Background: an optimization exercise with open tools, aiming at small area, a short achievable clock period and few clock cycles. Do not read the settings as production practice. Only simulation tests tie the RTL to the original design; equivalence was not proved. Power and IR drop assume default switching activity.

## flow/design.v (module list and top-level ports; edited modules follow where they fit)
// module musicbytes_synth: 368 lines
// module sine_table: 8139 lines
module musicbytes_synth (
    input  wire        clk,
    input  wire        rst,
    input  wire        note_valid,
    output wire        note_ready,
    input  wire [7:0]  note_tempo,
    input  wire [3:0]  note_dur,
    input  wire [7:0]  note_vol,
    input  wire [21:0] note_freq,
    output wire        out_valid,
    input  wire        out_ready,
    output wire [15:0] out_sample
);
  // ...
==> flow/flow/run.sh <==
#!/bin/bash
# The standard layout (the standard.sh: standard synthesis, floorplan, place, CTS,
# route, finish) with two changes to how it is made:
#  - the setup repair steps are asked to keep 8.5 ns of slack at the design's 12 ns clock,
#    so that they size up the longest paths;
#  - the port buffers that placement inserts on every input and output are buf_2 cells.
# The constraints (constraint.sdc, clock period 12 ns) are unchanged.
# make's full output goes to flow_make.log here; each ORFS step logs under orfs/logs.
set -euo pipefail
bash standard.sh SETUP_SLACK_MARGIN=8.5 "BUFFER_PORTS_ARGS=-buffer_cell sky130_fd_sc_hd__buf_2" finish > flow_make.log 2>&1
==> flow/standard.sh <==
#!/bin/bash
# synth_recipe.tcl (not shown) runs the flow's synth.tcl, then flattens the netlist and writes it again
# the make line also repeats each setting of config.mk as NAME=value (left out here)
make -C /OpenROAD-flow-scripts/flow DESIGN_CONFIG=/design/flow/config.mk WORK_HOME=/design/flow/orfs CLKGATE_MAP_FILE= SYNTH_SCRIPT=/design/flow/synth_recipe.tcl "${@:-finish}"
==> flow/config.mk <==
export PLATFORM = sky130hd
export DESIGN_NAME = musicbytes_synth
export DESIGN_NICKNAME = musicbytes_synth
export VERILOG_FILES = /design/flow/design.v
export SDC_FILE = /design/flow/constraint.sdc
export NUM_CORES = 4
export LEC_CHECK = 0
export ABC_AREA = 1
export CAP_MARGIN = 20
export CORE_MARGIN = 2
export CORE_UTILIZATION = 45
export SLEW_MARGIN = 20
export SYNTH_MEMORY_MAX_BITS = 16384
==> flow/constraint.sdc <==
create_clock -name core_clock -period 12.0 [get_ports {clk}]
set_input_delay 2.4000 -clock core_clock [delete_from_list [all_inputs] [get_ports {clk}]]
set_output_delay 2.4000 -clock core_clock [all_outputs]
set_load 0.01 [all_outputs]
==> impl_metrics.csv, run 1 <==
group,metric,value,unit
floorplanning,start_util,45.38,%
grt,grt_pass1_vias,26730,
floorplanning,tap_cells,688,
pwr,switchingPower,2.147,mW
pwr,p_comb_share,59.4,%
clocking,cts.sinks,195,
route,dr.pass1.iters,7,
logic_synthesis,yosys.area_share.simple,32.87,%
finish,non_clock_buffer_area_share,4.923,%
clocking,cts_buffers,17,
sta,period_share,30.61,%
setup_path,r2r-end,"mag[1]$_DFFE_PN_",
finish,clk_share,2.388,%
status,status,"no timing/DRC/antenna violations",
finish,fin_util,50.55,%
grt,grt_usage,47.32,%
sta,period_needed,3.673,ns
logic_synthesis,synth-seq-area-share,24.32,%
pwr,powerClk,0.637,mW
grt,grt_first_pass_wirelength,184300,um
finish,largest_reg_flops,19,
clocking,htreeDepth,4,
setup_path,path_depth,13,
pwr,p_seq_share,25.8,%
grt,grt_max_degree,75,
sta,rsz0062_at_grt,"yes",
pwr,p_seq,1.11,mW
placed_design,placed_cells,4284,
pwr,comb-power,2.56,mW
logic_synthesis,synth-xor-area-share,2.434,%
job,drv_cap,0,
sta,timing.final.setup_violations,0,
Testbench counts, summed over its fixed seeds: cycles 1,809,113.
==> module musicbytes_synth, before the edit <==
module musicbytes_synth (
    input  wire        clk,
    input  wire        rst,
    input  wire        note_valid,
    output wire        note_ready,
    input  wire [7:0]  note_tempo,
    input  wire [3:0]  note_dur,
    input  wire [7:0]  note_vol,
    input  wire [21:0] note_freq,
    output wire        out_valid,
    input  wire        out_ready,
    output wire [15:0] out_sample
);
    localparam [2:0] S_IDLE  = 3'd0,    
                     S_PREP  = 3'd1,    
                     S_DIV1A = 3'd2,    
                     S_DIV1B = 3'd3,    
                     S_DIV2  = 3'd4,    
                     S_LAST  = 3'd5,    
                     S_RUN   = 3'd6,    
                     S_DN    = 3'd7;    
    localparam [17:0] X_BASE = 18'd165375;
    reg [2:0]  state;
    reg [4:0]  k;
    reg [17:0] e;            
    reg [18:0] q;            
    reg [17:0] dreg;         
    reg [11:0] dph;
    reg [11:0] ph;
    reg        c;
    reg [17:0] cnt;          
    reg [7:0]  vol;
    reg [9:0]  addr;         
    reg        sa, va;
    reg [14:0] mag;
    reg        sr, vr;
    reg [15:0] ma, mb;       
    reg        mc, sm, vm;
    reg [15:0] outq;
    reg        ov;
    reg        nr;           
    wire run   = (state == S_RUN);
    wire div1a = (state == S_DIV1A);
    wire div1  = div1a | (state == S_DIV1B);
    wire div2  = (state == S_DIV2);
    wire stall   = ov & ~out_ready;
    wire drained = ~va & ~vr & ~vm & ~ov;
    wire [3:0]  cp_in = (note_dur >= 4'd9) ? 5'd17 - note_dur : 4'd8 - note_dur;
    wire [7:0]  tm    = dreg[7:0];
    wire [7:0]  bpm   = (tm < 8'd120) ? tm + 8'd120 :
                        (tm < 8'd240) ? tm : tm - 8'd120;
    wire        dn_st  = (state == S_DN);
    wire        bit_in = div1a ? X_BASE[k] : div2 & dreg[17];
    wire [18:0] s_add  = {1'b0, e} + {1'b0, dreg};
    wire [18:0] a_op   = (run | dn_st) ? {1'b0, e} : {e, bit_in};
    wire [17:0] op_b   = div1 ? {10'd0, dreg[7:0]} : q[18:1];
    wire [19:0] b_op   = run ? {q[18], q} : {2'b11, ~op_b};
    wire        cin_u  = ~run & (div1 | ~q[0]);
    wire [19:0] u      = {1'b0, a_op} + b_op + {19'd0, cin_u};
    wire        ge     = ~u[19];
    wire [17:0] e_nx   = ge ? u[17:0] : a_op[17:0];
    wire [17:0] e_run  = ge ? u[17:0] : s_add[17:0];
    reg         lastq, rbq;
    wire        pre_last = (cnt == {16'd0, ~rbq, rbq});
    wire        to_div2 = (div1a & (k == 5'd0) & (cnt[3:0] == 4'd0)) |
                          ((state == S_DIV1B) & (cnt[3:0] == 4'd1));
    wire [14:0] table_q;
    sine_table u_table (.a(addr), .q(table_q));
    wire        ph_zero = (ph[9:0] == 10'd0);
    wire [9:0]  addr_nx = ph[10] ? (ph_zero ? 10'h3ff : 10'd0 - ph[9:0]) : ph[9:0];
    wire ms1 = (mag[6] & vol[0]) ^ (mag[5] & vol[1]);
    wire mc2 = (mag[6] & vol[0]) & (mag[5] & vol[1]);
    wire ms3 = (mag[7] & vol[0]) ^ (mag[6] & vol[1]) ^ (mag[5] & vol[2]);
    wire mc4 = ((mag[7] & vol[0]) & (mag[6] & vol[1])) | ((mag[5] & vol[2]) & ((mag[7] & vol[0]) ^ (mag[6] & vol[1])));
    wire ms5 = (mag[4] & vol[3]) ^ (mag[3] & vol[4]) ^ (mag[2] & vol[5]);
    wire mc6 = ((mag[4] & vol[3]) & (mag[3] & vol[4])) | ((mag[2] & vol[5]) & ((mag[4] & vol[3]) ^ (mag[3] & vol[4])));
    wire ms7 = (mag[8] & vol[0]) ^ (mag[7] & vol[1]) ^ (mag[6] & vol[2]);
    wire mc8 = ((mag[8] & vol[0]) & (mag[7] & vol[1])) | ((mag[6] & vol[2]) & ((mag[8] & vol[0]) ^ (mag[7] & vol[1])));
    wire ms9 = (mag[5] & vol[3]) ^ (mag[4] & vol[4]) ^ (mag[3] & vol[5]);
    wire mc10 = ((mag[5] & vol[3]) & (mag[4] & vol[4])) | ((mag[3] & vol[5]) & ((mag[5] & vol[3]) ^ (mag[4] & vol[4])));
    wire ms11 = (mag[2] & vol[6]) ^ (mag[1] & vol[7]);
    wire mc12 = (mag[2] & vol[6]) & (mag[1] & vol[7]);
    wire ms13 = (mag[9] & vol[0]) ^ (mag[8] & vol[1]) ^ (mag[7] & vol[2]);
    wire mc14 = ((mag[9] & vol[0]) & (mag[8] & vol[1])) | ((mag[7] & vol[2]) & ((mag[9] & vol[0]) ^ (mag[8] & vol[1])));
    wire ms15 = (mag[6] & vol[3]) ^ (mag[5] & vol[4]) ^ (mag[4] & vol[5]);
    wire mc16 = ((mag[6] & vol[3]) & (mag[5] & vol[4])) | ((mag[4] & vol[5]) & ((mag[6] & vol[3]) ^ (mag[5] & vol[4])));
    wire ms17 = (mag[3] & vol[6]) ^ (mag[2] & vol[7]) ^ sr;
    wire mc18 = ((mag[3] & vol[6]) & (mag[2] & vol[7])) | (sr & ((mag[3] & vol[6]) ^ (mag[2] & vol[7])));
    wire ms19 = (mag[10] & vol[0]) ^ (mag[9] & vol[1]) ^ (mag[8] & vol[2]);
    wire mc20 = ((mag[10] & vol[0]) & (mag[9] & vol[1])) | ((mag[8] & vol[2]) & ((mag[10] & vol[0]) ^ (mag[9] & vol[1])));
    wire ms21 = (mag[7] & vol[3]) ^ (mag[6] & vol[4]) ^ (mag[5] & vol[5]);
    wire mc22 = ((mag[7] & vol[3]) & (mag[6] & vol[4])) | ((mag[5] & vol[5]) & ((mag[7] & vol[3]) ^ (mag[6] & vol[4])));
    wire ms23 = (mag[4] & vol[6]) ^ (mag[3] & vol[7]) ^ sr;
    wire mc24 = ((mag[4] & vol[6]) & (mag[3] & vol[7])) | (sr & ((mag[4] & vol[6]) ^ (mag[3] & vol[7])));
    wire ms25 = (mag[11] & vol[0]) ^ (mag[10] & vol[1]) ^ (mag[9] & vol[2]);
    wire mc26 = ((mag[11] & vol[0]) & (mag[10] & vol[1])) | ((mag[9] & vol[2]) & ((mag[11] & vol[0]) ^ (mag[10] & vol[1])));
    wire ms27 = (mag[8] & vol[3]) ^ (mag[7] & vol[4]) ^ (mag[6] & vol[5]);
    wire mc28 = ((mag[8] & vol[3]) & (mag[7] & vol[4])) | ((mag[6] & vol[5]) & ((mag[8] & vol[3]) ^ (mag[7] & vol[4])));
    wire ms29 = (mag[5] & vol[6]) ^ (mag[4] & vol[7]) ^ sr;
    wire mc30 = ((mag[5] & vol[6]) & (mag[4] & vol[7])) | (sr & ((mag[5] & vol[6]) ^ (mag[4] & vol[7])));
    wire ms31 = (mag[12] & vol[0]) ^ (mag[11] & vol[1]) ^ (mag[10] & vol[2]);
    wire mc32 = ((mag[12] & vol[0]) & (mag[11] & vol[1])) | ((mag[10] & vol[2]) & ((mag[12] & vol[0]) ^ (mag[11] & vol[1])));
    wire ms33 = (mag[9] & vol[3]) ^ (mag[8] & vol[4]) ^ (mag[7] & vol[5]);
    wire mc34 = ((mag[9] & vol[3]) & (mag[8] & vol[4])) | ((mag[7] & vol[5]) & ((mag[9] & vol[3]) ^ (mag[8] & vol[4])));
    wire ms35 = (mag[6] & vol[6]) ^ (mag[5] & vol[7]) ^ sr;
    wire mc36 = ((mag[6] & vol[6]) & (mag[5] & vol[7])) | (sr & ((mag[6] & vol[6]) ^ (mag[5] & vol[7])));
    wire ms37 = (mag[13] & vol[0]) ^ (mag[12] & vol[1]) ^ (mag[11] & vol[2]);
    wire mc38 = ((mag[13] & vol[0]) & (mag[12] & vol[1])) | ((mag[11] & vol[2]) & ((mag[13] & vol[0]) ^ (mag[12] & vol[1])));
    wire ms39 = (mag[10] & vol[3]) ^ (mag[9] & vol[4]) ^ (mag[8] & vol[5]);
    wire mc40 = ((mag[10] & vol[3]) & (mag[9] & vol[4])) | ((mag[8] & vol[5]) & ((mag[10] & vol[3]) ^ (mag[9] & vol[4])));
    wire ms41 = (mag[7] & vol[6]) ^ (mag[6] & vol[7]) ^ sr;
    wire mc42 = ((mag[7] & vol[6]) & (mag[6] & vol[7])) | (sr & ((mag[7] & vol[6]) ^ (mag[6] & vol[7])));
    wire ms43 = (mag[14] & vol[0]) ^ (mag[13] & vol[1]) ^ (mag[12] & vol[2]);
    wire mc44 = ((mag[14] & vol[0]) & (mag[13] & vol[1])) | ((mag[12] & vol[2]) & ((mag[14] & vol[0]) ^ (mag[13] & vol[1])));
    wire ms45 = (mag[11] & vol[3]) ^ (mag[10] & vol[4]) ^ (mag[9] & vol[5]);
    wire mc46 = ((mag[11] & vol[3]) & (mag[10] & vol[4])) | ((mag[9] & vol[5]) & ((mag[11] & vol[3]) ^ (mag[10] & vol[4])));
    wire ms47 = (mag[8] & vol[6]) ^ (mag[7] & vol[7]) ^ sr;
    wire mc48 = ((mag[8] & vol[6]) & (mag[7] & vol[7])) | (sr & ((mag[8] & vol[6]) ^ (mag[7] & vol[7])));
    wire ms49 = (mag[14] & vol[1]) ^ (mag[13] & vol[2]) ^ (mag[12] & vol[3]);
    wire mc50 = ((mag[14] & vol[1]) & (mag[13] & vol[2])) | ((mag[12] & vol[3]) & ((mag[14] & vol[1]) ^ (mag[13] & vol[2])));
    wire ms51 = (mag[11] & vol[4]) ^ (mag[10] & vol[5]) ^ (mag[9] & vol[6]);
    wire mc52 = ((mag[11] & vol[4]) & (mag[10] & vol[5])) | ((mag[9] & vol[6]) & ((mag[11] & vol[4]) ^ (mag[10] & vol[5])));
    wire ms53 = (mag[8] & vol[7]) ^ sr;
    wire mc54 = (mag[8] & vol[7]) & sr;
    wire ms55 = (mag[14] & vol[2]) ^ (mag[13] & vol[3]) ^ (mag[12] & vol[4]);
    wire mc56 = ((mag[14] & vol[2]) & (mag[13] & vol[3])) | ((mag[12] & vol[4]) & ((mag[14] & vol[2]) ^ (mag[13] & vol[3])));
    wire ms57 = (mag[11] & vol[5]) ^ (mag[10] & vol[6]) ^ (mag[9] & vol[7]);
    wire mc58 = ((mag[11] & vol[5]) & (mag[10] & vol[6])) | ((mag[9] & vol[7]) & ((mag[11] & vol[5]) ^ (mag[10] & vol[6])));
    wire ms59 = (mag[14] & vol[3]) ^ (mag[13] & vol[4]) ^ (mag[12] & vol[5]);
    wire mc60 = ((mag[14] & vol[3]) & (mag[13] & vol[4])) | ((mag[12] & vol[5]) & ((mag[14] & vol[3]) ^ (mag[13] & vol[4])));
    wire ms61 = (mag[4] & vol[0]) ^ (mag[3] & vol[1]);
    wire mc62 = (mag[4] & vol[0]) & (mag[3] & vol[1]);
    wire ms63 = (mag[5] & vol[0]) ^ (mag[4] & vol[1]) ^ (mag[3] & vol[2]);
    wire mc64 = ((mag[5] & vol[0]) & (mag[4] & vol[1])) | ((mag[3] & vol[2]) & ((mag[5] & vol[0]) ^ (mag[4] & vol[1])));
    wire ms65 = (mag[2] & vol[3]) ^ (mag[1] & vol[4]);
    wire mc66 = (mag[2] & vol[3]) & (mag[1] & vol[4]);
    wire ms67 = ms1 ^ (mag[4] & vol[2]) ^ (mag[3] & vol[3]);
    wire mc68 = (ms1 & (mag[4] & vol[2])) | ((mag[3] & vol[3]) & (ms1 ^ (mag[4] & vol[2])));
    wire ms69 = (mag[2] & vol[4]) ^ (mag[1] & vol[5]) ^ (mag[0] & vol[6]);
    wire mc70 = ((mag[2] & vol[4]) & (mag[1] & vol[5])) | ((mag[0] & vol[6]) & ((mag[2] & vol[4]) ^ (mag[1] & vol[5])));
    wire ms71 = ms3 ^ ms5 ^ (mag[1] & vol[6]);
    wire mc72 = (ms3 & ms5) | ((mag[1] & vol[6]) & (ms3 ^ ms5));
    wire ms73 = (mag[0] & vol[7]) ^ 1'b1 ^ mc2;
    wire mc74 = ((mag[0] & vol[7]) & 1'b1) | (mc2 & ((mag[0] & vol[7]) ^ 1'b1));
    wire ms75 = ms7 ^ ms9 ^ ms11;
    wire mc76 = (ms7 & ms9) | (ms11 & (ms7 ^ ms9));
    wire ms77 = sr ^ mc4 ^ mc6;
    wire mc78 = (sr & mc4) | (mc6 & (sr ^ mc4));
    wire ms79 = ms13 ^ ms15 ^ ms17;
    wire mc80 = (ms13 & ms15) | (ms17 & (ms13 ^ ms15));
    wire ms81 = mc8 ^ mc10 ^ mc12;
    wire mc82 = (mc8 & mc10) | (mc12 & (mc8 ^ mc10));
    wire ms83 = ms19 ^ ms21 ^ ms23;
    wire mc84 = (ms19 & ms21) | (ms23 & (ms19 ^ ms21));
    wire ms85 = mc14 ^ mc16 ^ mc18;
    wire mc86 = (mc14 & mc16) | (mc18 & (mc14 ^ mc16));
    wire ms87 = ms25 ^ ms27 ^ ms29;
    wire mc88 = (ms25 & ms27) | (ms29 & (ms25 ^ ms27));
    wire ms89 = mc20 ^ mc22 ^ mc24;
    wire mc90 = (mc20 & mc22) | (mc24 & (mc20 ^ mc22));
    wire ms91 = ms31 ^ ms33 ^ ms35;
    wire mc92 = (ms31 & ms33) | (ms35 & (ms31 ^ ms33));
    wire ms93 = mc26 ^ mc28 ^ mc30;
    wire mc94 = (mc26 & mc28) | (mc30 & (mc26 ^ mc28));
    wire ms95 = ms37 ^ ms39 ^ ms41;
    wire mc96 = (ms37 & ms39) | (ms41 & (ms37 ^ ms39));
    wire ms97 = mc32 ^ mc34 ^ mc36;
    wire mc98 = (mc32 & mc34) | (mc36 & (mc32 ^ mc34));
    wire ms99 = ms43 ^ ms45 ^ ms47;
    wire mc100 = (ms43 & ms45) | (ms47 & (ms43 ^ ms45));
    wire ms101 = mc38 ^ mc40 ^ mc42;
    wire mc102 = (mc38 & mc40) | (mc42 & (mc38 ^ mc40));
    wire ms103 = ms49 ^ ms51 ^ ms53;
    wire mc104 = (ms49 & ms51) | (ms53 & (ms49 ^ ms51));
    wire ms105 = mc44 ^ mc46 ^ mc48;
    wire mc106 = (mc44 & mc46) | (mc48 & (mc44 ^ mc46));
    wire ms107 = ms55 ^ ms57 ^ sr;
    wire mc108 = (ms55 & ms57) | (sr & (ms55 ^ ms57));
    wire ms109 = mc50 ^ mc52 ^ mc54;
    wire mc110 = (mc50 & mc52) | (mc54 & (mc50 ^ mc52));
    wire ms111 = ms59 ^ (mag[11] & vol[6]) ^ (mag[10] & vol[7]);
    wire mc112 = (ms59 & (mag[11] & vol[6])) | ((mag[10] & vol[7]) & (ms59 ^ (mag[11] & vol[6])));
    wire ms113 = sr ^ mc56 ^ mc58;
    wire mc114 = (sr & mc56) | (mc58 & (sr ^ mc56));
    wire ms115 = (mag[14] & vol[4]) ^ (mag[13] & vol[5]) ^ (mag[12] & vol[6]);
    wire mc116 = ((mag[14] & vol[4]) & (mag[13] & vol[5])) | ((mag[12] & vol[6]) & ((mag[14] & vol[4]) ^ (mag[13] & vol[5])));
    wire ms117 = (mag[11] & vol[7]) ^ sr ^ mc60;
    wire mc118 = ((mag[11] & vol[7]) & sr) | (mc60 & ((mag[11] & vol[7]) ^ sr));
    wire ms119 = (mag[14] & vol[5]) ^ (mag[13] & vol[6]) ^ (mag[12] & vol[7]);
    wire mc120 = ((mag[14] & vol[5]) & (mag[13] & vol[6])) | ((mag[12] & vol[7]) & ((mag[14] & vol[5]) ^ (mag[13] & vol[6])));
    wire ms121 = (mag[3] & vol[0]) ^ (mag[2] & vol[1]);
    wire mc122 = (mag[3] & vol[0]) & (mag[2] & vol[1]);
    wire ms123 = ms61 ^ (mag[2] & vol[2]) ^ (mag[1] & vol[3]);
    wire mc124 = (ms61 & (mag[2] & vol[2])) | ((mag[1] & vol[3]) & (ms61 ^ (mag[2] & vol[2])));
    wire ms125 = ms63 ^ ms65 ^ (mag[0] & vol[5]);
    wire mc126 = (ms63 & ms65) | ((mag[0] & vol[5]) & (ms63 ^ ms65));
    wire ms127 = ms67 ^ ms69 ^ mc64;
    wire mc128 = (ms67 & ms69) | (mc64 & (ms67 ^ ms69));
    wire ms129 = ms71 ^ ms73 ^ mc68;
    wire mc130 = (ms71 & ms73) | (mc68 & (ms71 ^ ms73));
    wire ms131 = ms75 ^ ms77 ^ mc72;
    wire mc132 = (ms75 & ms77) | (mc72 & (ms75 ^ ms77));
    wire ms133 = ms79 ^ ms81 ^ mc76;
    wire mc134 = (ms79 & ms81) | (mc76 & (ms79 ^ ms81));
    wire ms135 = ms83 ^ ms85 ^ mc80;
    wire mc136 = (ms83 & ms85) | (mc80 & (ms83 ^ ms85));
    wire ms137 = ms87 ^ ms89 ^ mc84;
    wire mc138 = (ms87 & ms89) | (mc84 & (ms87 ^ ms89));
    wire ms139 = ms91 ^ ms93 ^ mc88;
    wire mc140 = (ms91 & ms93) | (mc88 & (ms91 ^ ms93));
    wire ms141 = ms95 ^ ms97 ^ mc92;
    wire mc142 = (ms95 & ms97) | (mc92 & (ms95 ^ ms97));
    wire ms143 = ms99 ^ ms101 ^ mc96;
    wire mc144 = (ms99 & ms101) | (mc96 & (ms99 ^ ms101));
    wire ms145 = ms103 ^ ms105 ^ mc100;
    wire mc146 = (ms103 & ms105) | (mc100 & (ms103 ^ ms105));
    wire ms147 = ms107 ^ ms109 ^ mc104;
    wire mc148 = (ms107 & ms109) | (mc104 & (ms107 ^ ms109));
    wire ms149 = ms111 ^ ms113 ^ mc108;
    wire mc150 = (ms111 & ms113) | (mc108 & (ms111 ^ ms113));
    wire ms151 = ms115 ^ ms117 ^ mc112;
    wire mc152 = (ms115 & ms117) | (mc112 & (ms115 ^ ms117));
    wire ms153 = ms119 ^ sr ^ mc116;
    wire mc154 = (ms119 & sr) | (mc116 & (ms119 ^ sr));
    wire ms155 = (mag[14] & vol[6]) ^ (mag[13] & vol[7]) ^ sr;
    wire mc156 = ((mag[14] & vol[6]) & (mag[13] & vol[7])) | (sr & ((mag[14] & vol[6]) ^ (mag[13] & vol[7])));
    wire ms157 = (mag[2] & vol[0]) ^ (mag[1] & vol[1]);
    wire mc158 = (mag[2] & vol[0]) & (mag[1] & vol[1]);
    wire ms159 = ms121 ^ (mag[1] & vol[2]) ^ (mag[0] & vol[3]);
    wire mc160 = (ms121 & (mag[1] & vol[2])) | ((mag[0] & vol[3]) & (ms121 ^ (mag[1] & vol[2])));
    wire ms161 = ms123 ^ (mag[0] & vol[4]) ^ mc122;
    wire mc162 = (ms123 & (mag[0] & vol[4])) | (mc122 & (ms123 ^ (mag[0] & vol[4])));
    wire ms163 = ms125 ^ mc62 ^ mc124;
    wire mc164 = (ms125 & mc62) | (mc124 & (ms125 ^ mc62));
    wire ms165 = ms127 ^ mc66 ^ mc126;
    wire mc166 = (ms127 & mc66) | (mc126 & (ms127 ^ mc66));
    wire ms167 = ms129 ^ mc70 ^ mc128;
    wire mc168 = (ms129 & mc70) | (mc128 & (ms129 ^ mc70));
    wire ms169 = ms131 ^ mc74 ^ mc130;
    wire mc170 = (ms131 & mc74) | (mc130 & (ms131 ^ mc74));
    wire ms171 = ms133 ^ mc78 ^ mc132;
    wire mc172 = (ms133 & mc78) | (mc132 & (ms133 ^ mc78));
    wire ms173 = ms135 ^ mc82 ^ mc134;
    wire mc174 = (ms135 & mc82) | (mc134 & (ms135 ^ mc82));
    wire ms175 = ms137 ^ mc86 ^ mc136;
    wire mc176 = (ms137 & mc86) | (mc136 & (ms137 ^ mc86));
    wire ms177 = ms139 ^ mc90 ^ mc138;
    wire mc178 = (ms139 & mc90) | (mc138 & (ms139 ^ mc90));
    wire ms179 = ms141 ^ mc94 ^ mc140;
    wire mc180 = (ms141 & mc94) | (mc140 & (ms141 ^ mc94));
    wire ms181 = ms143 ^ mc98 ^ mc142;
    wire mc182 = (ms143 & mc98) | (mc142 & (ms143 ^ mc98));
    wire ms183 = ms145 ^ mc102 ^ mc144;
    wire mc184 = (ms145 & mc102) | (mc144 & (ms145 ^ mc102));
    wire ms185 = ms147 ^ mc106 ^ mc146;
    wire mc186 = (ms147 & mc106) | (mc146 & (ms147 ^ mc106));
    wire ms187 = ms149 ^ mc110 ^ mc148;
    wire mc188 = (ms149 & mc110) | (mc148 & (ms149 ^ mc110));
    wire ms189 = ms151 ^ mc114 ^ mc150;
    wire mc190 = (ms151 & mc114) | (mc150 & (ms151 ^ mc114));
    wire ms191 = ms153 ^ mc118 ^ mc152;
    wire mc192 = (ms153 & mc118) | (mc152 & (ms153 ^ mc118));
    wire ms193 = ms155 ^ mc120 ^ mc154;
    wire mc194 = (ms155 & mc120) | (mc154 & (ms155 ^ mc120));
    wire ms195 = (mag[14] & vol[7]) ^ sr ^ mc156;
    wire mc196 = ((mag[14] & vol[7]) & sr) | (mc156 & ((mag[14] & vol[7]) ^ sr));
    wire [23:0] mrow_a = {sr, sr, ms195, ms193, ms191, ms189, ms187, ms185, ms183, ms181, ms179, ms177, ms175, ms173, ms171, ms169, ms167, ms165, ms163, ms161, ms159, ms157, (mag[1] & vol[0]), (mag[0] & vol[0])};
    wire [23:0] mrow_b = {1'b0, mc196, mc194, mc192, mc190, mc188, mc186, mc184, mc182, mc180, mc178, mc176, mc174, mc172, mc170, mc168, mc166, mc164, mc162, mc160, mc158, (mag[0] & vol[2]), (mag[0] & vol[1]), 1'b0};
    wire [8:0]  low_sum = {1'b0, mrow_a[7:0]} + {1'b0, mrow_b[7:0]};
    wire [15:0] scaled  = ma + mb + {15'd0, mc};
    wire [15:0] out_val = scaled ^ {16{sm}};
    assign note_ready = nr;
    assign out_valid  = ov;
    assign out_sample = outq;
    always @(posedge clk) begin
        if (rst) begin
            state <= S_IDLE;
            va    <= 1'b0;
            vr    <= 1'b0;
            vm    <= 1'b0;
            ov    <= 1'b0;
            nr    <= 1'b0;
        end else begin
            nr <= (state == S_LAST) & drained & ~(nr & note_valid);
            if (!stall) begin
                va <= run;
                vr <= va;
                vm <= vr;
                ov <= vm;
            end
            case (state)
                S_IDLE:  if (note_valid) state <= S_PREP;
                S_PREP:  state <= S_DIV1A;
                S_DIV1A: if (k == 5'd0) state <= to_div2 ? S_DIV2 : S_DIV1B;
                S_DIV1B: if (to_div2) state <= S_DIV2;
                S_DIV2:  if (k == 5'd0) state <= S_DN;
                S_DN:    state <= S_LAST;
                S_LAST:  if (nr && note_valid) state <= S_RUN;
                S_RUN:   if (!stall && lastq) state <= S_IDLE;
                default: state <= S_IDLE;
            endcase
        end
    end
    always @(posedge clk) begin
        case (state)
            S_IDLE: begin
                dreg[7:0] <= note_tempo;
                cnt[3:0]  <= cp_in;
            end
            S_PREP: begin
                dreg[7:0] <= bpm;
                e         <= 18'd0;
                q         <= 19'd0;
                k         <= 5'd17;
            end
            S_DIV1A, S_DIV1B: begin
                e <= e_nx;
                q <= {q[17:0], ge};
                k <= k - 5'd1;
                if (!div1a) cnt[3:0] <= cnt[3:0] - 4'd1;
                if (to_div2) begin
                    e                <= 18'd0;
                    {dreg, cnt[3:0]} <= note_freq;
                    k                <= 5'd25;
                end
            end
            S_DIV2: begin
                e                <= e_nx;
                dph              <= {dph[10:0], ge};
                {dreg, cnt[3:0]} <= {dreg[16:0], cnt[3:0], 1'b0};
                k                <= k - 5'd1;
            end
            S_DN: begin
                q     <= u[18:0];
                cnt   <= q[18:1];
                rbq   <= q[0];
                lastq <= 1'b0;
                dreg  <= e;
                ph    <= 12'd0;
                c     <= 1'b0;
            end
            S_LAST: begin
                if (nr) vol <= note_vol;
            end
            S_RUN: begin
                if (!stall) begin
                    ph  <= ph + dph + {11'd0, c};
                    e   <= e_run;
                    c   <= ge;
                    cnt <= cnt - 18'd1;
                    lastq <= pre_last;
                end
            end
            default: ;
        endcase
        if (!stall) begin
            addr <= addr_nx;
            sa   <= ph[11];
            mag  <= table_q;
            sr   <= sa;
            ma   <= mrow_a[23:8];
            mb   <= mrow_b[23:8];
            mc   <= low_sum[8];
            sm   <= sr;
            outq <= out_val;
        end
    end
endmodule
==> run 2, diff against run 1 <==
--- a/flow/design.v
+++ b/flow/design.v
@@ -26,16 +26,17 @@
     reg [18:0] q;            
     reg [17:0] dreg;         
     reg [11:0] dph;
     reg [11:0] ph;
     reg        c;
     reg [17:0] cnt;          
     reg [7:0]  vol;
     reg [9:0]  addr;         
+    reg [9:0]  addr_n;       
     reg        sa, va;
     reg [14:0] mag;
     reg        sr, vr;
     reg [15:0] ma, mb;       
     reg        mc, sm, vm;
     reg [15:0] outq;
     reg        ov;
     reg        nr;           
@@ -60,17 +61,17 @@
     wire        ge     = ~u[19];
     wire [17:0] e_nx   = ge ? u[17:0] : a_op[17:0];
     wire [17:0] e_run  = ge ? u[17:0] : s_add[17:0];
     reg         lastq, rbq;
     wire        pre_last = (cnt == {16'd0, ~rbq, rbq});
     wire        to_div2 = (div1a & (k == 5'd0) & (cnt[3:0] == 4'd0)) |
                           ((state == S_DIV1B) & (cnt[3:0] == 4'd1));
     wire [14:0] table_q;
-    sine_table u_table (.a(addr), .q(table_q));
+    sine_table u_table (.a(addr), .an(addr_n), .q(table_q));
     wire        ph_zero = (ph[9:0] == 10'd0);
     wire [9:0]  addr_nx = ph[10] ? (ph_zero ? 10'h3ff : 10'd0 - ph[9:0]) : ph[9:0];
     wire ms1 = (mag[6] & vol[0]) ^ (mag[5] & vol[1]);
     wire mc2 = (mag[6] & vol[0]) & (mag[5] & vol[1]);
     wire ms3 = (mag[7] & vol[0]) ^ (mag[6] & vol[1]) ^ (mag[5] & vol[2]);
     wire mc4 = ((mag[7] & vol[0]) & (mag[6] & vol[1])) | ((mag[5] & vol[2]) & ((mag[7] & vol[0]) ^ (mag[6] & vol[1])));
     wire ms5 = (mag[4] & vol[3]) ^ (mag[3] & vol[4]) ^ (mag[2] & vol[5]);
     wire mc6 = ((mag[4] & vol[3]) & (mag[3] & vol[4])) | ((mag[2] & vol[5]) & ((mag[4] & vol[3]) ^ (mag[3] & vol[4])));
@@ -350,30 +351,33 @@
                     cnt <= cnt - 18'd1;
                     lastq <= pre_last;
                 end
             end
             default: ;
         endcase
         if (!stall) begin
             addr <= addr_nx;
+            addr_n <= ~addr_nx;
             sa   <= ph[11];
             mag  <= table_q;
             sr   <= sa;
             ma   <= mrow_a[23:8];
             mb   <= mrow_b[23:8];
             mc   <= low_sum[8];
             sm   <= sr;
             outq <= out_val;
         end
     end
 endmodule
-module sine_table(a, q);
+module sine_table(a, an, q);
   input [9:0] a;
   wire [9:0] a;
+  input [9:0] an;             
+  wire [9:0] an;
   output [14:0] q;
   wire [14:0] q;
   wire _0000_;
   wire _0001_;
   wire _0002_;
   wire _0003_;
   wire _0004_;
   wire _0005_;
@@ -4491,85 +4495,85 @@
   assign _1233_ = ~_0028_;
   assign _0032_ = _0000_ | _1234_;
   assign _0045_ = a[5] & a[4];
   assign _0068_ = _0000_ | _1235_;
   assign _0033_ = _1236_ & _1237_;
   assign _1237_ = ~_0032_;
   assign _0037_ = _1192_ | _1238_;
   assign _0107_ = _1196_ & _1194_;
-  assign _1194_ = ~a[2];
+  assign _1194_ = an[2];
   assign _0034_ = a[3] | a[2];
-  assign _1195_ = ~a[1];
+  assign _1195_ = an[1];
   assign _0035_ = _1195_ & _1239_;
   assign _1239_ = ~_0034_;
   assign _0275_ = _0034_ | a[1];
   assign _0036_ = _1241_ | a[5];
   assign _1240_ = ~_0035_;
   assign _1243_ = _1242_ & _1202_;
   assign _0038_ = _0176_ | _1243_;
-  assign _1202_ = ~a[7];
+  assign _1202_ = an[7];
   assign _1242_ = ~_0036_;
   assign _1246_ = _1216_ & _1244_;
   assign _1247_ = _1245_ & _1244_;
   assign _0041_ = _1246_ | _1247_;
   assign _1244_ = ~_0038_;
   assign _1245_ = ~_0037_;
   assign _0078_ = a[7] & _1226_;
   assign _0039_ = a[9] | _1202_;
   assign _1248_ = _0000_ & _1192_;
   assign _1249_ = _1221_ & _1192_;
   assign _1250_ = _1235_ & _1192_;
   assign _1251_ = _1248_ | _1249_;
   assign _0040_ = _1251_ | _1250_;
-  assign _1192_ = ~a[6];
+  assign _1192_ = an[6];
   assign _1221_ = ~_0019_;
   assign _1235_ = ~_0030_;
   assign _1254_ = _1252_ & _1253_;
   assign _0042_ = _1254_ | _1228_;
   assign _1253_ = ~_0040_;
   assign _1228_ = ~q[14];
   assign _1257_ = _1204_ & _1255_;
   assign _0050_ = _1257_ | _1256_;
   assign _1255_ = ~_0041_;
   assign _1256_ = ~_0042_;
   assign _0043_ = a[2] & a[0];
   assign _0087_ = _1194_ | _1210_;
-  assign _1210_ = ~a[0];
+  assign _1210_ = an[0];
   assign _0044_ = _1210_ | _1197_;
   assign _1197_ = ~_0003_;
   assign _1259_ = _1258_ & _1196_;
   assign _0092_ = _0318_ | _1259_;
-  assign _1196_ = ~a[3];
+  assign _1196_ = an[3];
   assign _1258_ = ~_0043_;
   assign _0046_ = a[3] | _1260_;
   assign _1263_ = _1261_ & _1192_;
   assign _1264_ = _1262_ & _1192_;
   assign _0047_ = _1263_ | _1264_;
   assign _1262_ = ~_0046_;
   assign _0048_ = _0047_ | _1202_;
   assign _0049_ = _1225_ | _1265_;
   assign _1265_ = ~_0048_;
   assign _1267_ = _1204_ & _1266_;
   assign _0051_ = _1267_ | _1226_;
   assign _1266_ = ~_0049_;
-  assign _1226_ = ~a[9];
+  assign _1226_ = an[9];
   assign q[12] = _1268_ | _1269_;
   assign _1268_ = ~_0050_;
   assign _1269_ = ~_0051_;
   assign _1271_ = _1270_ & _1236_;
   assign _0053_ = _1271_ | a[5];
   assign _1236_ = ~_0031_;
   assign _0058_ = _1273_ | _1204_;
   assign _1272_ = ~_0053_;
-  assign _1204_ = ~a[8];
+  assign _1204_ = an[8];
   assign _0054_ = _1196_ | _1234_;
   assign _1234_ = ~_0029_;
   assign _0239_ = _1274_ | _0157_;
-  assign _0001_ = ~a[4];
+  assign _0001_ = an[4];
   assign _1222_ = ~_0020_;
   assign _0055_ = a[4] | _1275_;
   assign _1275_ = ~_0054_;
   assign _1277_ = _0000_ | _1192_;
   assign _0056_ = _1277_ | _1276_;
   assign _1276_ = ~_0055_;
   assign _1280_ = _1278_ & _1204_;
   assign _1281_ = _1279_ & _1204_;
@@ -4618,17 +4622,17 @@
   assign _0077_ = _1306_ | _1304_;
   assign _0071_ = _0070_ & a[1];
   assign _0177_ = _1195_ | _1307_;
   assign _1307_ = ~_0070_;
   assign _0073_ = _0001_ & _1308_;
   assign _1308_ = ~_0071_;
   assign _0074_ = _0001_ & _1210_;
   assign _0742_ = _0074_ | _0000_;
-  assign _0000_ = ~a[5];
+  assign _0000_ = an[5];
   assign _0150_ = _1299_ & _1309_;
   assign _1309_ = ~_0072_;
   assign _0075_ = _1310_ & _1311_;
   assign _1311_ = ~_0074_;
   assign _0076_ = _0000_ | _1312_;
   assign _1312_ = ~_0075_;
   assign _0116_ = _1192_ | _1313_;
   assign _1313_ = ~_0076_;
==> flow/config.mk (replaced) <==
export PLATFORM = sky130hd
export DESIGN_NAME = musicbytes_synth
export DESIGN_NICKNAME = musicbytes_synth
export VERILOG_FILES = /design/flow/design.v
export SDC_FILE = /design/flow/constraint.sdc
export NUM_CORES = 4
export LEC_CHECK = 0
export ABC_AREA = 1
export CAP_MARGIN = 20
export CORE_MARGIN = 2
export CORE_UTILIZATION = 30
export SLEW_MARGIN = 20
export SYNTH_MEMORY_MAX_BITS = 16384
==> impl_metrics.csv, run 2 <==
group,metric,value,unit
status,status,"no timing/DRC/antenna violations",
setup_path,critical_path_required,12.43,ns
sta,finalSetupTns,0,ns
pwr,p_seq_share,24.9,%
finish,layoutNonFillerInstCount,4800,
finish,final_cell_mix,"nand2_1 (1030), inv_1 (472), nand3_1 (345), nor2_1 (265), a21oi_1 (236)",
sta,hold_violations,0,
floorplanning,io_pins,64,
clocking,clock_latency,0.58,ns
logic_synthesis,ys_ff_latch,205,
pwr,vdd_ir_drop_max,0.2124,mV
clocking,cts_buffers,27,
sta,period_needed,3.694,ns
route,post_drt_wl_per_cell,29.59,um
placed_design,placed_cells,4654,
pwr,powerDensity,165.4,nW/um2
logic_synthesis,synth-xor-area-share,2.928,%
logic_synthesis,synth_top_area_share,24.72,%
setup_path,reg2reg_from,"addr[4]$_DFFE_PN_",
route,drcViolationCount,0,
job,drv_cap,0,
floorplanning,dieHeight,286.4,um
setup_path,timing.critical_path.mode_cell,"a21oi_1",
finish,largest_reg_flops,19,
setup_path,path_class,"flip-flop to flip-flop",
logic_synthesis,synthAdderAreaFrac,12.56,%
grt,grt_usage,33.58,%
clocking,cts_hold_buf,0,
pwr,power_leakage,13.20,nW
sta,fmax,0.2707,GHz
finish,fin_util,35.07,%
logic_synthesis,synth-seq-area-share,25.39,%
placed_design,port_buffers,63,
pwr,p_clk_share,18.2,%
sta,period_share,30.79,%
grt,grt_max_degree,54,
pwr,p_comb_share,56.9,%
finish,fin_nets,3953,
clocking,clk_path_buf_depth,3,
setup_path,critPathMaxFanout,29,
placed_design,hpwl,102600,um
logic_synthesis,netlist_area,23930,um2
logic_synthesis,synth-compound-area-share,15.70,%
pwr,switching_share,47.53,%
grt,grt_pass1_vias,26690,
logic_synthesis,synthTopCellsByCount,"nand2_1 (1059), inv_1 (486), nand3_1 (353), nor2_1 (282), a21oi_1 (249)",
placed_design,place_congestion,1.141,
setup_path,r2r_cells,13,
logic_synthesis,synth_area_leaders,"edfxtp_1 (25%), nand2_1 (17%), fa_1 (8.1%)",
clocking,root_buffer,"clkbuf_16",
floorplanning,die_area,82040,um2
clocking,cts_tree,"yes",
setup_path,cp.arrival,4.12,ns
sta,timing.final.setup_violations,0,
logic_synthesis,synth_ff_type,"edfxtp_1",
worst_hold_path,hold_depth,1,
setup_path,path_cells,"buf_4, nor2_4, buf_4, clkinv_4, nor2_4, inv_1, a21oi_1, a21oi_1, nand2_1, a21oi_1, a21oi_1, nand2_1, nand2_1",
sta,max_slew_margin,13.90,%
pwr,p_int,2.403,mW
setup_path,cp_slowest_cell,"buf_4",
setup_path,reg2reg_slack,8.31,ns
setup_path,r2r-end,"mag[0]$_DFFE_PN_",
grt,antenna_found_initial,7,
route,drtIter0Drc,4161,
pwr,switchingPower,2.177,mW
finish,areaGrowthSynthToFinish,15.76,%
logic_synthesis,synth_nets,3870,
worst_hold_path,hp-start,"ov$_SDFFE_PP0N_",
finish,fillers,8730,
logic_synthesis,yosys.area.top_type,"edfxtp_1",
grt,gr-total-overflow,0,
floorplanning,start_util,30.29,%
grt,grt_first_pass_wirelength,197200,um
logic_synthesis,synth_top_family_by_area,"simple AND/OR/NAND/NOR gates",
logic_synthesis,async_flop_share,0,%
setup_path,endpoint_kind,"flip-flop",
sta,drv_slew,0,
floorplanning,rows,103,
route,vias,28340,
logic_synthesis,synth.most_common_cell,"nand2_1",
route,via_per_inst,5.904,
route,dr.pass1.iters,9,
floorplanning,die_width,286.4,um
logic_synthesis,synth.avg_cell_area,6.571,um2
clocking,htreeDepth,1,
clocking,cts.clk_slew.worst_paths,0.06,ns
logic_synthesis,synthMuxAreaShare,0,%
finish,layout_commonest_cell,"nand2_1",
setup_path,slowest_delay,0.52,ns
route,ant_nets,0,
worst_hold_path,hold_class,"flip-flop to flip-flop",
logic_synthesis,ys.warnings.count,1,
logic_synthesis,synth-edff-count,197,
finish,drive_above_1_share,11.24,%
route,totalWireLength,142000,um
setup_path,startpoint_type,"flip-flop",
logic_synthesis,synth_cells,3642,
logic_synthesis,ys_types,57,
sta,finClkSkew,0.02281,ns
finish,top_register,"q",
logic_synthesis,yosys.area_share.simple,32.38,%
sta,rsz0062_at_grt,"yes",
floorplanning,core,79000,um2
sta,worstMarginPinSlew,1.290,ns
clocking,cts.sinks,205,
worst_hold_path,min_to,"nr$_SDFF_PP0_",
==> run 2: worst max-delay path by stage <==
| stage | start | to | slack (ns) | cells after the start |
|---|---|---|---|---|
| after floorplan | out_ready | c$_DFFE_PP_ | 7.44 | 4 |
| after global placement | state[2]$_SDFFE_PP0P_ | e[15]$_DFFE_PP_ | 6.54 | 19 |
| after detailed placement | state[2]$_SDFFE_PP0P_ | e[3]$_DFFE_PP_ | 6.37 | 19 |
| after CTS | outq[15]$_DFFE_PN_ | out_sample[15] | 8.45 | 1 |
| after global routing | state[1]$_SDFFE_PP0P_ | e[16]$_DFFE_PP_ | 8.38 | 20 |
| final | addr[4]$_DFFE_PN_ | mag[0]$_DFFE_PN_ | 8.31 | 13 |
==> run 2: final cells by class <==
class	count	area (um2)	share of cell area, %
diodes	4	10.01	0.03613
well taps	1050	1314	4.743
repair buffers	201	1579	5.700
flip-flops and latches	205	6090	21.98
clock inverters	20	212.7	0.7678
multi-input cells	2775	15760	56.90
clock buffers	30	686.9	2.480
repair inverters	4	31.28	0.1129
inverters	511	2017	7.281
==> run 2: through the flow <==
step	instance area (um2)	hold slack, ns	worst slack (ns)	total power [mW]
6_report	27700	0.4299	8.306	4.581
5_1_grt	27690	0.4468	8.378	4.861
4_1_cts	26970	0.4370	8.446	4.302
3_5_place_dp	25320	0.4418	6.366	3.316
3_3_place_gp	25320	0.4378	6.542	3.346
2_1_floorplan	23990	0.4003	7.440	2.682
==> run 2: what timing repair did <==
item	in CTS	in global routing
cloned	10	4
buffers inserted	37	41
pin swaps	19	37
gates resized for setup	93	91
setup endpoints to repair	170	98
==> run 2: power groups by stage <==
stage,combinational (mW),clock (mW),sequential (mW)
3_3_place_gp,2.20,0,1.14
6_report,2.61,0.836,1.14
2_1_floorplan,1.58,0,1.11
5_1_grt,2.83,0.875,1.16
3_5_place_dp,2.17,0,1.14
4_1_cts,2.32,0.850,1.13
==> run 2: per-layer routing <==
layer	vias up	part of all wire, %	GRT usage [%]
met5	-	0.0085	0
met4	2	7.8	20.20
met3	586	13	12.19
met2	2064	40	48.07
met1	13470	39	42.99
li1	12220	-	-
==> run 2: kinds of logic after synthesis <==
family	Yosys count
xor gates and xnor gates	80
AOI/OAI and AO/OA	663
buffers and inverters	669
adders and majority gates	182
DFF	205
and+or+nand+nor	1843
==> run 2: worst max-delay path: cells and delay by family (launching register included) <==
family	cells	cell delay, ns
buf+inv	4	1.44
simple gates	5	0.87
compound gates	4	0.86
flops	1	0.35
Testbench counts of run 2, summed over its fixed seeds: cycles 1,809,113.

port drivers added, routing unchanged:
Ports are ideal in the flow. The routed layouts listed here were re-timed in OpenROAD. Step 1, drivers: a clkbuf_16 drives clk and a buf_2 each remaining input, both assumed. Step 2 also shifts input and output timing later by t, the mid clock arrival at the registers, as if the neighbouring blocks saw the same clock. Three values: ideal ports, drivers, drivers and shift; two values: the first two.
run | t, ns | setup WS [ns] | worst setup path after step 2 | clock arrival spread, ns | pins driven straight from the clock port
run 1 | 0.553 | 8.327 / 8.327 / 8.049 | input to register | 0.015 / 0.016 | 1
run 2 | 0.635 | 8.306 / 8.306 / 8.042 | input to register | 0.029 / 0.029 | 1
After both steps setup and hold are still met in every run listed. The setup slack of run 1, which loses most, moves by 0.000 ns with the drivers and by -0.278 ns with both steps.
